This design comes from an exercise in tuning for small area, a short achievable clock period and few clock cycles on the open sky130 flow, not from production work.
At most, simulation tests tie the RTL to the original design; equivalence was not proved.
Power figures rest on the tool's default switching activity, not on a simulated workload.

==> build 86 <==
## kb_report_encoder
module kb_report_encoder (
    input  wire        clk,
    input  wire        rst,
    input  wire        start,
    input  wire [95:0] deb,
    output wire        ready,
    output reg         done,
    output reg  [63:0] report,
    output wire        changed
);
    wire L = deb[95];
    reg        busy;
    reg  [2:0] ph;
    reg  [12:0] gtr;     
    reg  [5:1] qst;     
    reg        valid, diffa, diffb;
    wire p0 = ~busy;
    wire active = busy | start;
    wire cont;          
    wire n0 = (deb[0] & ~L);
    wire n1 = deb[1];
    wire n2 = deb[2];
    wire n3 = deb[3];
    wire n4 = deb[6];
    wire n5 = deb[7];
    wire n6 = deb[8];
    wire n7 = (deb[9] & ~L);
    wire n8 = deb[10];
    wire n9 = deb[12];
    wire n10 = deb[13];
    wire n11 = deb[14];
    wire n12 = deb[15];
    wire n13 = deb[16];
    wire n14 = deb[18];
    wire n15 = deb[19];
    wire n16 = deb[20];
    wire n17 = deb[21];
    wire n18 = (deb[22] & ~L);
    wire n19 = deb[24];
    wire n20 = deb[25];
    wire n21 = deb[26];
    wire n22 = deb[27];
    wire n23 = deb[28];
    wire n24 = deb[30];
    wire n25 = deb[31];
    wire n26 = deb[32];
    wire n27 = deb[33];
    wire n28 = deb[34];
    wire n29 = (deb[35] & ~L);
    wire n30 = deb[36];
    wire n31 = deb[37];
    wire n32 = deb[38];
    wire n33 = deb[39];
    wire n34 = deb[40];
    wire n35 = deb[42];
    wire n36 = deb[43];
    wire n37 = deb[44];
    wire n38 = deb[45];
    wire n39 = deb[46];
    wire n40 = deb[48];
    wire n41 = deb[49];
    wire n42 = deb[50];
    wire n43 = deb[51];
    wire n44 = deb[52];
    wire n45 = deb[54];
    wire n46 = deb[55];
    wire n47 = deb[56];
    wire n48 = deb[57];
    wire n49 = deb[58];
    wire n50 = deb[60];
    wire n51 = deb[61];
    wire n52 = deb[62];
    wire n53 = deb[63];
    wire n54 = deb[64];
    wire n55 = deb[66];
    wire n56 = deb[67];
    wire n57 = deb[68];
    wire n58 = deb[69];
    wire n59 = deb[72];
    wire n60 = deb[73];
    wire n61 = deb[74];
    wire n62 = deb[77];
    wire n63 = deb[78];
    wire n64 = deb[79];
    wire n65 = deb[80];
    wire n66 = deb[81];
    wire n67 = deb[83];
    wire n68 = deb[84];
    wire n69 = deb[85];
    wire n70 = deb[88];
    wire n71 = deb[89];
    wire n72 = (deb[90] & ~L);
    wire n73 = deb[91];
  ...
export LEC_CHECK = 0
export ABC_AREA = 1
export CAP_MARGIN = 20
export CORE_MARGIN = 2
export CORE_UTILIZATION = 55
export PLACE_DENSITY = 0.8
export SETUP_SLACK_MARGIN = 1.5
export SLEW_MARGIN = 20
create_clock -name core_clock -period 5.0 [get_ports {clk}]
standard.sh (not shown) runs the stock make flow with config.mk's settings and CLKGATE_MAP_FILE= SYNTH_SCRIPT=/design/flow/synth_recipe.tcl, a recipe that flattens the netlist after the stock synthesis.
==> flow/flow/run.sh <==
#!/bin/bash
# The standard layout (standard.sh), with every input and output port still
# buffered, but with a plain buffer cell (buf_1) instead of the resizer's
# default choice (a delay buffer, clkdlybuf4s50_1).
set -euo pipefail
export BUFFER_PORTS_ARGS="-buffer_cell sky130_fd_sc_hd__buf_1"
bash standard.sh > standard_flow.log 2>&1
==> inputs of trial 2, as changes to build 86 <==
==> flow/flow/run.sh (replaced) <==
#!/bin/bash
# The standard layout (standard.sh), with two changes in how it is made:
#  - every input and output port is still buffered, but with a plain buffer
#    cell (buf_1) instead of the resizer's default choice (a delay buffer);
#  - synthesis maps the logic with flow/abc_area.script, an area-oriented ABC
#    script (dc2; dch -f; map -a), in place of ORFS's abc_area.script. The
#    rest of synthesis (synth_recipe.tcl, its registers and names) is unchanged.
set -euo pipefail
here=$(pwd)
rm -rf "$here/scripts_copy"
cp -r "$FLOW_HOME/scripts" "$here/scripts_copy"
cp "$here/flow/abc_area.script" "$here/scripts_copy/abc_area.script"
export SCRIPTS_DIR="$here/scripts_copy"
export BUFFER_PORTS_ARGS="-buffer_cell sky130_fd_sc_hd__buf_1"
bash standard.sh > standard_flow.log 2>&1
==> flow/flow/abc_area.script (new file) <==
strash
dc2
dch -f
map -a
topo
stime -c
buffer -c
upsize -c
dnsize -c
--- a/flow/config.mk
+++ b/flow/config.mk
@@ -11,4 +11,3 @@
 export CORE_UTILIZATION = 55
-export PLACE_DENSITY = 0.8
-export SETUP_SLACK_MARGIN = 1.5
+export SETUP_SLACK_MARGIN = 1.6
 export SLEW_MARGIN = 20
==> notes <==
Build 86 passed the timing, DRC and antenna checks. Trial 2 went through all stages and came out clean. Of build 86 and trial 2, trial 2 has the higher sequential power (gap about 2%, measured against trial 2). In trial 2 the routed wire length is larger than in build 86, by about 27%. In trial 2 the power is higher than in build 86, by 9.0%. Of build 86 and trial 2, trial 2 has the higher hold slack (gap 0.0096 ns). Against trial 2, the combinational power of build 86 is smaller by 21%. In trial 2 the first-iteration DRC count is higher than in build 86, by 45%.
Testbench counts of build 86, summed over its fixed seeds: cycles 5,590.
Testbench counts of trial 2, summed over its fixed seeds: cycles 5,590.

---

==> 01-07 <==
Starting RTL as in the previous note.
clock: 5.0 ns
lec_check: 0
abc_area: 1
cap_margin: 20
core_margin: 2
core_utilization: 60
place_density: 0.8
setup_slack_margin: 1.6
slew_margin: 20
==> flow/flow/run.sh <==
#!/bin/bash
# The standard layout (standard.sh), with every input and output port still
# buffered, but with a plain buffer cell (buf_1) instead of the resizer's
# default choice (a delay buffer, clkdlybuf4s50_1).
set -euo pipefail
export BUFFER_PORTS_ARGS="-buffer_cell sky130_fd_sc_hd__buf_1"
bash standard.sh > standard_flow.log 2>&1
==> 01-19 (differences from 01-07) <==
--- a/flow/design.v
+++ b/flow/design.v
@@ -670,47 +670,68 @@
     assign code[7] = (r0 & lc0_7) | (r1 & lc1_7) | (r2 & lc2_7) | (r3 & lc3_7) | (r4 & lc4_7) | (r5 & lc5_7) | (r6 & lc6_7) | (r7 & lc7_7) | (r8 & lc8_7) | (r9 & lc9_7) | (r10 & lc10_7) | (r11 & lc11_7) | (r12 & lc12_7);
     wire qn1 = (r0 & af0_1) | (r1 & af1_1) | (r2 & af2_1) | (r3 & af3_1) | (r4 & af4_1) | (r5 & af5_1) | (r6 & af6_1) | (r7 & af7_1) | (r8 & af8_1) | (r9 & af9_1) | (r10 & af10_1) | (r11 & af11_1) | (r12 & af12_1);
     wire qn2 = (r0 & af0_2) | (r1 & af1_2) | (r2 & af2_2) | (r3 & af3_2) | (r4 & af4_2) | (r5 & af5_2) | (r6 & af6_2) | (r7 & af7_2) | (r8 & af8_2) | (r9 & af9_2) | (r10 & af10_2) | (r11 & af11_2) | (r12 & af12_2);
     wire qn3 = (r0 & af0_3) | (r1 & af1_3) | (r2 & af2_3) | (r3 & af3_3) | (r4 & af4_3) | (r5 & af5_3) | (r6 & af6_3) | (r7 & af7_3) | (r8 & af8_3) | (r9 & af9_3) | (r10 & af10_3) | (r11 & af11_3) | (r12 & af12_3);
     wire qn4 = (r0 & af0_4) | (r1 & af1_4) | (r2 & af2_4) | (r3 & af3_4) | (r4 & af4_4) | (r5 & af5_4) | (r6 & af6_4) | (r7 & af7_4) | (r8 & af8_4) | (r9 & af9_4) | (r10 & af10_4) | (r11 & af11_4) | (r12 & af12_4);
     wire qn5 = (r0 & af0_5) | (r1 & af1_5) | (r2 & af2_5) | (r3 & af3_5) | (r4 & af4_5) | (r5 & af5_5) | (r6 & af6_5) | (r7 & af7_5) | (r8 & af8_5) | (r9 & af9_5) | (r10 & af10_5) | (r11 & af11_5) | (r12 & af12_5);
-    wire tb1_1 = a0 | a1;
-    wire tb2_1 = (a0 & a1);
-    wire tb1_2 = a2 | a3;
-    wire tb2_2 = (a2 & a3);
-    wire tb1_3 = a4 | a5;
-    wire tb2_3 = (a4 & a5);
-    wire tb1_4 = a6 | a7;
-    wire tb2_4 = (a6 & a7);
-    wire tb1_5 = a8 | a9;
-    wire tb2_5 = (a8 & a9);
-    wire tb1_6 = a10 | a11;
-    wire tb2_6 = (a10 & a11);
-    wire tb1_7 = tb1_1 | tb1_2;
-    wire tb2_7 = (tb1_1 & tb1_2) | tb2_1 | tb2_2;
-    wire tb1_8 = tb1_3 | tb1_4;
-    wire tb2_8 = (tb1_3 & tb1_4) | tb2_3 | tb2_4;
-    wire tb1_9 = tb1_5 | tb1_6;
-    wire tb2_9 = (tb1_5 & tb1_6) | tb2_5 | tb2_6;
-    wire tb1_10 = tb1_7 | tb1_8;
-    wire tb2_10 = (tb1_7 & tb1_8) | tb2_7 | tb2_8;
-    wire tb1_11 = tb1_9 | a12;
-    wire tb2_11 = (tb1_9 & a12) | tb2_9;
-    wire tb1_12 = tb1_10 | tb1_11;
-    wire tb2_12 = (tb1_10 & tb1_11) | tb2_10 | tb2_11;
-    wire more = tb2_12 | d0 | d1 | d2 | d3 | d4 | d5 | d6 | d7 | d8 | d9 | d10 | d11 | d12;
+    wire tc1_1 = a0 | a1;
+    wire tc1_2 = (a0 & a1);
+    wire tc2_1 = a2 | a3;
+    wire tc2_2 = (a2 & a3);
+    wire tc3_1 = a4 | a5;
+    wire tc3_2 = (a4 & a5);
+    wire tc4_1 = a6 | a7;
+    wire tc4_2 = (a6 & a7);
+    wire tc5_1 = a8 | a9;
+    wire tc5_2 = (a8 & a9);
+    wire tc6_1 = a10 | a11;
+    wire tc6_2 = (a10 & a11);
+    wire tc7_1 = tc1_1 | tc2_1;
+    wire tc7_2 = tc1_2 | tc2_2 | (tc1_1 & tc2_1);
+    wire tc7_3 = (tc1_1 & tc2_2) | (tc1_2 & tc2_1);
+    wire tc7_4 = (tc1_2 & tc2_2);
+    wire tc8_1 = tc3_1 | tc4_1;
+    wire tc8_2 = tc3_2 | tc4_2 | (tc3_1 & tc4_1);
+    wire tc8_3 = (tc3_1 & tc4_2) | (tc3_2 & tc4_1);
+    wire tc8_4 = (tc3_2 & tc4_2);
+    wire tc9_1 = tc5_1 | tc6_1;
+    wire tc9_2 = tc5_2 | tc6_2 | (tc5_1 & tc6_1);
+    wire tc9_3 = (tc5_1 & tc6_2) | (tc5_2 & tc6_1);
+    wire tc9_4 = (tc5_2 & tc6_2);
+    wire tc10_1 = tc7_1 | tc8_1;
+    wire tc10_2 = tc7_2 | tc8_2 | (tc7_1 & tc8_1);
+    wire tc10_3 = tc7_3 | tc8_3 | (tc7_1 & tc8_2) | (tc7_2 & tc8_1);
+    wire tc10_4 = tc7_4 | tc8_4 | (tc7_1 & tc8_3) | (tc7_2 & tc8_2) | (tc7_3 & tc8_1);
+    wire tc10_5 = (tc7_1 & tc8_4) | (tc7_2 & tc8_3) | (tc7_3 & tc8_2) | (tc7_4 & tc8_1);
+    wire tc10_6 = (tc7_2 & tc8_4) | (tc7_3 & tc8_3) | (tc7_4 & tc8_2);
+    wire tc10_7 = (tc7_3 & tc8_4) | (tc7_4 & tc8_3);
+    wire tc11_1 = tc9_1 | a12;
+    wire tc11_2 = tc9_2 | (tc9_1 & a12);
+    wire tc11_3 = tc9_3 | (tc9_2 & a12);
+    wire tc11_4 = tc9_4 | (tc9_3 & a12);
+    wire tc11_5 = (tc9_4 & a12);
+    wire tc12_1 = tc10_1 | tc11_1;
+    wire tc12_2 = tc10_2 | tc11_2 | (tc10_1 & tc11_1);
+    wire tc12_3 = tc10_3 | tc11_3 | (tc10_1 & tc11_2) | (tc10_2 & tc11_1);
+    wire tc12_4 = tc10_4 | tc11_4 | (tc10_1 & tc11_3) | (tc10_2 & tc11_2) | (tc10_3 & tc11_1);
+    wire tc12_5 = tc10_5 | tc11_5 | (tc10_1 & tc11_4) | (tc10_2 & tc11_3) | (tc10_3 & tc11_2) | (tc10_4 & tc11_1);
+    wire tc12_6 = tc10_6 | (tc10_1 & tc11_5) | (tc10_2 & tc11_4) | (tc10_3 & tc11_3) | (tc10_4 & tc11_2) | (tc10_5 & tc11_1);
+    wire tc12_7 = tc10_7 | (tc10_2 & tc11_5) | (tc10_3 & tc11_4) | (tc10_4 & tc11_3) | (tc10_5 & tc11_2) | (tc10_6 & tc11_1);
+    wire more = tc12_2 | d0 | d1 | d2 | d3 | d4 | d5 | d6 | d7 | d8 | d9 | d10 | d11 | d12;
+    wire early = ((ph == 3'd0) & tc12_7) | ((ph == 3'd1) & tc12_6) | ((ph == 3'd2) & tc12_5) | ((ph == 3'd3) & tc12_4) | ((ph == 3'd4) & tc12_3);
     wire [7:0] mods = ({8{deb[4]}} & (L ? 8'h20 : 8'h02)) | ({8{deb[5]}} & 8'h01) | ({8{deb[11]}} & 8'h08) | ({8{deb[17]}} & 8'h04) | ({8{deb[59]}} & 8'h40) | ({8{deb[65]}} & 8'h80) | ({8{deb[71]}} & 8'h10) | ({8{deb[82]}} & 8'h20);
     wire any9 = deb[10] | deb[12] | deb[13] | deb[14] | deb[15] | deb[16] | deb[18] | deb[19] | deb[20] | deb[21] | deb[24] | deb[25] | deb[26] | deb[27] | deb[28] | deb[30] | deb[31] | deb[32] | deb[33] | deb[34] | deb[36] | deb[37] | deb[38] | deb[39] | deb[40] | deb[42] | deb[43] | deb[44] | deb[45] | deb[46] | deb[48] | deb[49] | deb[50] | deb[51] | deb[52] | deb[54] | deb[55] | deb[56] | deb[57] | deb[58] | deb[60] | deb[61] | deb[62] | deb[63] | deb[64] | deb[66] | deb[67] | deb[68] | deb[69] | deb[72] | deb[73] | deb[74] | deb[77] | deb[78] | deb[79] | deb[80] | deb[81] | deb[83] | deb[84] | deb[85] | deb[88] | deb[89] | deb[91] | deb[92] | deb[93];
     wire any90 = deb[91] | deb[92] | deb[93];
     wire sent = L & (deb[0] | deb[9] | deb[90]);
     wire [7:0] sbyte = deb[90] ? (any90 ? 8'h01 : 8'h02) :
                        deb[9]  ? (any9  ? 8'h01 : 8'h03) : 8'h01;
     wire [2:0] phe = ph;    
-    wire ovf    = more & (phe == 3'd5);
+    reg  earlyq;
+    wire ovf    = (more & (phe == 3'd5)) | (busy & earlyq);
     wire fill   = (p0 & sent) | ovf;
-    wire [7:0] fb = ovf ? 8'h01 : sbyte;
+    wire [7:0] fb = (p0 & sent) ? sbyte : 8'h01;
     wire finish = fill | ~more;
     assign cont = active & ~finish;
     wire [7:0] old [0:5];
     reg  [5:0] en;
     reg  [7:0] d [0:5];
     integer s;
@@ -728,25 +749,25 @@
     reg  [7:0] old_ph;    
     reg  dfill, dzero, old_not01;
     always @(*) begin
         old_ph = 8'h00; dfill = 1'b0; dzero = 1'b0; old_not01 = 1'b0;
         for (s = 0; s < 6; s = s + 1) begin
             old_ph    = old_ph | ({8{phe == s}} & old[s]);
-            dfill     = dfill | (old[s] != fb);
+            dfill     = dfill | ((phe <= s) & (old[s] != fb));
             dzero     = dzero | ((phe < s) & (old[s] != 8'h00));
             old_not01 = old_not01 | ((phe == s) & (old[s] != 8'h01));
         end
     end
     reg  [1:0] xr;
     wire [7:0] xc = code ^ old_ph;
     reg        chg_r;
     wire xdiff = |xr;
     wire cmpen = ~fill & ~(p0 & ~valid);
-    wire enow = (p0 & dmods) | (fill ? dfill : (finish & dzero));
+    wire enow = (p0 & dmods) | (finish & dzero);
     wire nz   = (mods != 8'h00) | sent | any;
-    wire chg_fin = ovf ? (diffb | old_not01) :
+    wire chg_fin = fill ? ((p0 ? (valid ? dmods : 1'b1) : diffb) | dfill) :
                    p0  ? (valid ? enow : nz) : (diffa | xdiff | enow);
     assign changed = chg_r | xdiff;
     assign ready = ~busy;
     always @(posedge clk) begin
         if (rst) begin
             busy  <= 1'b0;
@@ -757,12 +778,13 @@
             busy <= active & ~finish;
             if (active & p0) valid <= 1'b1;
         end
         ph  <= (rst | ~cont) ? 3'd0 : phe + 3'd1;
         gtr <= (rst | ~cont) ? {13{1'b1}} : P[12:0];
         qst <= {qn5,qn4,qn3,qn2,qn1};
+        earlyq <= early;
         xr  <= (active & cmpen) ? {|xc[7:4], |xc[3:0]} : 2'b00;
         if (active) begin
             if (p0) report[7:0] <= mods;
             for (s = 0; s < 6; s = s + 1)
                 if (en[s]) report[16 + 8*s +: 8] <= d[s];
             report[15:8] <= 8'h00;
--- a/flow/config.mk
+++ b/flow/config.mk
@@ -5,10 +5,9 @@
 export SDC_FILE = /design/flow/constraint.sdc
 export NUM_CORES = 4
 export LEC_CHECK = 0
 export ABC_AREA = 1
 export CAP_MARGIN = 20
 export CORE_MARGIN = 2
-export CORE_UTILIZATION = 60
-export PLACE_DENSITY = 0.8
+export CORE_UTILIZATION = 55
 export SETUP_SLACK_MARGIN = 1.6
 export SLEW_MARGIN = 20
==> 06-28 (differences from 01-07) <==
--- a/flow/config.mk
+++ b/flow/config.mk
@@ -5,10 +5,10 @@
 export SDC_FILE = /design/flow/constraint.sdc
 export NUM_CORES = 4
 export LEC_CHECK = 0
 export ABC_AREA = 1
 export CAP_MARGIN = 20
 export CORE_MARGIN = 2
-export CORE_UTILIZATION = 60
+export CORE_UTILIZATION = 55
 export PLACE_DENSITY = 0.8
 export SETUP_SLACK_MARGIN = 1.6
 export SLEW_MARGIN = 20
==> 11-24 (differences from 01-07) <==
--- a/flow/config.mk
+++ b/flow/config.mk
@@ -5,10 +5,9 @@
 export SDC_FILE = /design/flow/constraint.sdc
 export NUM_CORES = 4
 export LEC_CHECK = 0
 export ABC_AREA = 1
 export CAP_MARGIN = 20
 export CORE_MARGIN = 2
-export CORE_UTILIZATION = 60
-export PLACE_DENSITY = 0.8
+export CORE_UTILIZATION = 55
 export SETUP_SLACK_MARGIN = 1.6
 export SLEW_MARGIN = 20
==> comparison table <==
metric                                                                                 01-19                    11-24                     01-07                    06-28
Run status                                                           complete, no violations  complete, no violations   complete, no violations  complete, no violations
Register clock-pin slew on the reported worst setup and hold paths                   0.08 ns                  0.06 ns                   0.07 ns                  0.06 ns
Least setup slack across all paths after layout                                      1.66 ns                  1.64 ns                   1.59 ns                  1.72 ns
Worst r2r dst                                                       report[26]$_SDFFCE_PP0P_       gtr[12]$_SDFF_PP1_  report[27]$_SDFFCE_PP0P_       gtr[11]$_SDFF_PP1_
Time the worst path needs with I/O delays and setup                                  3.34 ns                  3.36 ns                   3.41 ns                  3.28 ns
Part of the total power dissipated in combinational logic                              27.9%                    25.1%                     25.8%                    25.7%
Number of instances resized during post-cts repair                                        20                       16                        18                       30
Cell count of the worst reg-to-reg path                                                   16                       20                        18                       21
Hold WS                                                                             0.502 ns                 0.534 ns                  0.523 ns                 0.529 ns
Post-synthesis compound-gate area fraction                                             11.2%                    13.6%                     13.6%                    13.6%
Reg-to-reg slack, setup                                                              1.75 ns                  1.71 ns                   1.71 ns                  1.81 ns
Core Rows                                                                                 47                       44                        42                       44
Worst Hold Depth                                                                           1                        2                         1                        2
Syn_area_per_cell                                                                 5.96 sq um               5.91 sq um                5.91 sq um               5.91 sq um
Core area                                                                        16600 sq um              14500 sq um               13300 sq um              14500 sq um
Count of mapped cells out of synthesis                                                  1576                     1389                      1389                     1389
Testbench counts of 01-07, summed over its fixed seeds: cycles 5,590.
Testbench counts of 06-28, summed over its fixed seeds: cycles 5,590.
Testbench counts of 11-24, summed over its fixed seeds: cycles 5,590.
The RTL of 01-19 was laid out without a check of its function.

## what the ideal ports hide
In the flow no input, the clock included, has a driving cell. The finished layouts below were timed again as built, in two steps. Step 1 sets driving cells, clkbuf_16 on the clock port and buf_2 on the other inputs (assumed; they add their load-dependent delay and slew). Step 2, shift: input delay + t, output delay - t, t = (earliest + latest rising clock arrival at the registers) / 2. This alone moves slack from input paths to output paths. Slacks: ideal / step 1 / step 2; pairs: ideal / step 1.
run | t (ns) | slack for setup (ns) | hold WS [ns] | latest minus earliest clock arrival (ns) | cell pins on the clock port's net
build 86 | 0.395 | 1.516 / 1.537 / 1.143 | 0.537 / 0.537 / 0.537 | 0.014 / 0.013 | 1
trial 2 | 0.406 | 0.334 / 0.334 / -0.011 | 0.547 / 0.547 / 0.547 | 0.016 / 0.016 | 1
01-07 | 0.403 | 1.588 / 1.612 / 1.208 | 0.523 / 0.523 / 0.523 | 0.017 / 0.017 | 1
01-19 | 0.406 | 1.656 / 1.678 / 1.271 | 0.502 / 0.502 / 0.502 | 0.009 / 0.009 | 1
06-28 | 0.404 | 1.720 / 1.744 / 1.339 | 0.529 / 0.529 / 0.529 | 0.015 / 0.015 | 1
11-24 | 0.388 | 1.642 / 1.662 / 1.274 | 0.534 / 0.534 / 0.534 | 0.014 / 0.014 | 1
With both steps, setup timing fails in trial 2, where it was met with ideal ports. The setup slack of 01-19, which loses most, moves by +0.022 ns with the drivers and by -0.385 ns with both steps.
